What follows belongs to an exercise in optimizing a design on an open flow for small area, a short achievable clock period and few clock cycles; a production flow would make more cautious choices.
In this exercise RTL edits were held to simulation tests only and were not proved equivalent to the original.
Power is estimated from default activity; no workload was simulated.

the reference run:
==> flow/design.v <==
module wpd_decomp (
    input  wire        clk,
    input  wire        rst,           
    input  wire        in_valid,
    input  wire [7:0]  in_data,
    output wire        in_ready,
    output wire        out_valid,
    output wire [7:0]  out_data,
    input  wire        out_ready,
    output wire        ctx_valid,
    output wire [31:0] ignored_count,
    output wire [1:0]  err_code
);
    localparam [1:0] S_HDR  = 2'd0;
    localparam [1:0] S_PASS = 2'd1;
    localparam [1:0] S_CB   = 2'd2;
    localparam [1:0] S_RUN  = 2'd3;
    reg  [15:0] buf_q;      
    reg  [4:0]  p;          
    reg         in_rdy;
    reg  [1:0]  state;
    reg  [2:0]  cnt;        
    reg         is_accel;
    reg  [2:0]  sel;        
    reg  [3:0]  fcnt;       
    reg  [1:0]  phase;      
    reg         drop;       
    reg  [7:0]  dq;         
    reg         dv;         
    reg         drot;       
    reg         duse;       
    reg  [7:0]  w0, w1, w2;
    reg         vld;
    reg         inc_q;      
    reg  [7:0]  ig0, ig1, ig2, ig3;
    reg         c1, c2, c3;
    reg  [1:0]  err;
    reg         ov;         
    reg  [7:0]  ob;
    reg         ov1;        
    reg  [7:0]  ob1;
    wire adv  = !ov1;
    wire go   = adv && (err == 2'd0);
    wire head_free = !ov || out_ready;
    wire in_fire   = in_valid && in_rdy;
    wire        have8 = p[4] || p[3];
    wire [7:0]  xa    = p[4] ? buf_q[15:8] : buf_q[7:0];
    wire [23:0] wsh   = {buf_q, 8'h00} >> p;
    wire [7:0]  x8    = wsh[7:0];
    wire [7:0] w_next = (dv && drot) ? w1 : w0;
    reg  [3:0] wbits;
    reg  [7:0] dn;
    always @* begin
        case (sel)
            3'd0: begin wbits = 4'd3; dn = (x8[7:5] == 3'b100)   ? {w_next[7:2] == 6'b100000, 7'd0} : {{5{x8[7]}}, x8[7:5]}; end
            3'd1: begin wbits = 4'd4; dn = (x8[7:4] == 4'b1000)  ? {w_next[7:3] == 5'b10000, 7'd0}  : {{4{x8[7]}}, x8[7:4]}; end
            3'd2: begin wbits = 4'd5; dn = (x8[7:3] == 5'b10000) ? {w_next[7:4] == 4'b1000, 7'd0}   : {{3{x8[7]}}, x8[7:3]}; end
            3'd3: begin wbits = 4'd6; dn = (x8[7:2] == 6'b100000 && w_next[7]) ? 8'h80 : {{2{x8[7]}}, x8[7:2]}; end
            3'd4: begin wbits = 4'd8; dn = xa; end
            default: begin wbits = 4'd0; dn = 8'h00; end
        endcase
    end
    wire [2:0] cb_sel  = xa[6:4];
    wire       cb_top  = xa[7];
    wire [3:0] cb_fcm1 = xa[3:0];
    wire cb_still = (cb_sel == 3'd5) && cb_top;
    wire cb_lit   = (cb_sel == 3'd4);
    wire cb_bad   = cb_sel[2] && cb_sel != 3'd4 && !cb_still;
    wire cb_drop  = !cb_lit && !vld;
    reg  cb_long;
    always @* begin
        case (cb_sel)
            3'd0: cb_long = 1'b0;
            3'd1: cb_long = cb_fcm1 >= 4'd12;
            3'd2: cb_long = cb_fcm1 >= 4'd9;
            3'd3: cb_long = cb_fcm1 >= 4'd8;
            default: cb_long = !cb_still && cb_fcm1 >= 4'd6;
        endcase
    end
    wire [4:0] tag = xa[4:0];
    reg  [2:0] hlen_m1;
    reg        hvalid;
    always @* begin
        hvalid = 1'b1;
        case (tag)
            5'd0: hlen_m1 = 3'd4;
            5'd1: hlen_m1 = 3'd3;
            5'd2: hlen_m1 = 3'd1;
            5'd3: hlen_m1 = {({1'b0, xa[7]} + {1'b0, xa[6]} + {1'b0, xa[5]}), 1'b0};
            5'd4: hlen_m1 = 3'd2;
            5'd5: hlen_m1 = 3'd1;
            5'd7: hlen_m1 = 3'd2;
            5'd8: hlen_m1 = 3'd1;
            default: begin hlen_m1 = 3'd0; hvalid = 1'b0; end
        endcase
    end
    wire take = (phase != 2'd0);
    wire last = (phase == 2'd3) && (fcnt == 4'd0);
    wire [5:0] pmw    = {1'b0, p} - {2'b00, wbits};    
    wire       step   = !take || !pmw[5];
    wire [4:0] p_take = take ? pmw[4:0] : p;
    wire [4:0] p_run  = !step ? p : last ? {p_take[4:3], 3'b000} : p_take;
    wire [4:0] p_byte = have8 ? {1'b0, p[4], p[2:0]} : p;    
    wire [4:0] p_al   = !go ? p : (state == S_RUN) ? p_run : p_byte;
    wire [4:0] p_next = in_fire ? {p_al[4] | p_al[3], !p_al[3], p_al[2:0]} : p_al;   
    wire       rdy_next = in_fire ? (p_al == 5'd0) : (p_al <= 5'd8);
    reg set_err;
    always @* begin
        set_err = 1'b0;
        if (go && have8) begin
            if (state == S_HDR) set_err = (tag != 5'd6) && !hvalid;
            if (state == S_CB)  set_err = cb_long || cb_bad;
        end
    end
    wire [7:0] a    = duse ? w0 : 8'h00;
    wire [8:0] s    = {a[7], a} + {dq[7], dq};
    wire [7:0] newv = (s[8] && !s[7]) ? 8'h80 : (!s[8] && s[7]) ? 8'h7f : s[7:0];
    wire       push = adv && dv;
    assign in_ready      = in_rdy;
    assign out_valid     = ov;
    assign out_data      = ob;
    assign ctx_valid     = vld;
    assign ignored_count = {ig3, ig2, ig1, ig0};
    assign err_code      = err;
    always @(posedge clk) begin
        if (head_free)
            ob <= ov1 ? ob1 : newv;
        if (!ov1)
            ob1 <= newv;
        if (in_fire)
            buf_q <= {buf_q[7:0], in_data};
        if (go) begin
            case (state)
                S_HDR: begin
                    dq       <= xa;
                    drot     <= 1'b0;
                    duse     <= 1'b0;
                    is_accel <= (tag == 5'd1);
                    cnt      <= hlen_m1;
                end
                S_PASS: begin
                    dq   <= xa;
                    drot <= is_accel;
                    duse <= 1'b0;
                    if (have8)
                        cnt <= cnt - 3'd1;
                end
                S_CB: begin
                    dq    <= 8'h01;
                    drot  <= 1'b0;
                    duse  <= 1'b0;
                    sel   <= cb_still ? 3'd5 : cb_sel;
                    fcnt  <= cb_fcm1;
                    drop  <= cb_drop;
                    phase <= 2'd1;
                end
                default: if (step) begin
                    dq   <= take ? dn : 8'h01;
                    drot <= take;
                    duse <= take && (!sel[2] || sel == 3'd5);
                    if (phase == 2'd3) begin
                        phase <= drop ? 2'd1 : 2'd0;
                        fcnt  <= fcnt - 4'd1;
                    end else
                        phase <= phase + 2'd1;
                end
            endcase
        end
    end
    always @(posedge clk) begin
        if (rst) begin
            p       <= 5'd0;
            in_rdy  <= 1'b0;
            state   <= S_HDR;
            dv      <= 1'b0;
            w0      <= 8'd0;
            w1      <= 8'd0;
            w2      <= 8'd0;
            vld     <= 1'b0;
            inc_q   <= 1'b0;
            ig0     <= 8'd0;
            ig1     <= 8'd0;
            ig2     <= 8'd0;
            ig3     <= 8'd0;
            c1      <= 1'b0;
            c2      <= 1'b0;
            c3      <= 1'b0;
            err     <= 2'd0;
            ov      <= 1'b0;
            ov1     <= 1'b0;
        end else begin
            p      <= p_next;
            in_rdy <= (err == 2'd0) && !set_err && rdy_next;
            ov     <= ov1 || push || !head_free;
            ov1    <= !head_free && (ov1 || push);
            inc_q <= 1'b0;
            ig0 <= ig0 + {7'd0, inc_q};
            ig1 <= ig1 + {7'd0, c1};
            ig2 <= ig2 + {7'd0, c2};
            ig3 <= ig3 + {7'd0, c3};
            c1  <= inc_q && (ig0 == 8'hff);
            c2  <= c1 && (ig1 == 8'hff);
            c3  <= c2 && (ig2 == 8'hff);
            if (push && drot) begin
                w0 <= w1;
                w1 <= w2;
                w2 <= newv;
            end
            if (set_err)
                err <= (state == S_CB && !cb_long) ? 2'd2 : 2'd1;
            if (go) begin
                dv <= 1'b0;
                case (state)
                    S_HDR: if (have8 && hvalid && tag != 5'd6) begin
                        dv <= 1'b1;
                        if (tag == 5'd1)
                            vld <= 1'b1;
                        if (hlen_m1 != 3'd0)
                            state <= S_PASS;
                    end else if (have8 && tag == 5'd6)
                        state <= S_CB;
                    S_PASS: if (have8) begin
                        dv <= 1'b1;
                        if (cnt == 3'd1)
                            state <= S_HDR;
                    end
                    S_CB: if (have8 && !cb_long && !cb_bad) begin
                        if (cb_lit)
                            vld <= 1'b1;
                        inc_q <= cb_drop;
                        dv    <= !cb_drop;
                        state <= (cb_drop && cb_still) ? S_HDR : S_RUN;
                    end
                    default: if (step) begin
                        dv <= !drop;
                        if (last)
                            state <= S_HDR;
                    end
                endcase
            end
        end
    end
endmodule
==> flow/config.mk <==
export PLATFORM = sky130hd
export DESIGN_NAME = wpd_decomp
export DESIGN_NICKNAME = wpd_decomp
export VERILOG_FILES = /design/flow/design.v
export SDC_FILE = /design/flow/constraint.sdc
export NUM_CORES = 4
export LEC_CHECK = 0
export CAP_MARGIN = 20
export CORE_MARGIN = 2
export CORE_UTILIZATION = 40
export SLEW_MARGIN = 20
==> flow/constraint.sdc <==
create_clock -name core_clock -period 10.0 [get_ports {clk}]
set_input_delay 2.0000 -clock core_clock [delete_from_list [all_inputs] [get_ports {clk}]]
set_output_delay 2.0000 -clock core_clock [all_outputs]
set_load 0.01 [all_outputs]
standard.sh (not shown) runs the stock make flow with config.mk's settings and CLKGATE_MAP_FILE= SYNTH_SCRIPT=/design/flow/synth_recipe.tcl, a recipe that flattens the netlist after the stock synthesis.
==> flow/flow/run.sh <==
#!/bin/bash
# Standard layout with plain buffers on the ports and timing repair aimed
# below the 10 ns clock period; each tool's output goes to ORFS's own logs
# under orfs/logs, and make's output to standard.log here.
set -euo pipefail
bash standard.sh \
  "BUFFER_PORTS_ARGS=-buffer_cell sky130_fd_sc_hd__buf_2" \
  "SETUP_SLACK_MARGIN=7" \
  finish > standard.log 2>&1
The reference run has completed all stages; timing, DRC and antenna checks passed.
Testbench counts of the reference run, summed over its fixed seeds: cycles 89,846.
For the trial run, these inputs were changed with respect to the reference run:
diff --git a/flow/design.v b/flow/design.v
--- a/flow/design.v
+++ b/flow/design.v
@@ -145,15 +145,12 @@
                     if (have8)
                         cnt <= cnt - 3'd1;
                 end
                 S_CB: begin
-                    dq    <= 8'h01;
-                    drot  <= 1'b0;
-                    duse  <= 1'b0;
                     sel   <= cb_still ? 3'd5 : cb_sel;
                     fcnt  <= cb_fcm1;
                     drop  <= cb_drop;
-                    phase <= 2'd1;
+                    phase <= cb_drop ? 2'd1 : 2'd0;
                 end
                 default: if (step) begin
                     dq   <= take ? dn : 8'h01;
                     drot <= take;
@@ -227,9 +224,8 @@
                     S_CB: if (have8 && !cb_long && !cb_bad) begin
                         if (cb_lit)
                             vld <= 1'b1;
                         inc_q <= cb_drop;
-                        dv    <= !cb_drop;
                         state <= (cb_drop && cb_still) ? S_HDR : S_RUN;
                     end
                     default: if (step) begin
                         dv <= !drop;
==> summary.txt <==
First-pass GRT wire length: the trial run better than the reference run. The trial run ends up with higher worst setup skew after layout than the reference run does. The final layout from the trial run, which completed every stage, passed the timing, design-rule and antenna checks at the end of the flow. Diff the reference run -> the trial run: area used by multi-input combinational logic fell by about 4%; power rose by about 2.3%; design area fell by 2.1%; largest stage delay on the critical path stayed essentially flat; utilization rose by 0.63 points. Detailed-routed wire length on met3 (the trial run / the reference run): 0.852.
Testbench counts of the trial run, summed over its fixed seeds: cycles 92,884.

re-timing with driven ports:
No port has a modelled driver above. Below, the same layouts with a new extraction and two added sets of constraints.
Step 1, drivers: a clkbuf_16 drives clk and a buf_2 each remaining input, both assumed.
Step 2 also shifts input and output timing later by t, the mid clock arrival at the registers, as if the neighbouring blocks saw the same clock.
a / b / c = ideal / step 1 / step 2; a / b = the first two.
| run | t (ns) | setup slack, ns | slew at the worst register clock pin (ns) |
|---|---|---|---|
| the reference run | 0.468 | 7.030 / 6.986 / 6.671 | 0.07 / 0.07 |
| the trial run | 0.455 | 7.035 / 6.993 / 6.676 | 0.07 / 0.07 |
After both steps every run listed still meets setup and hold.
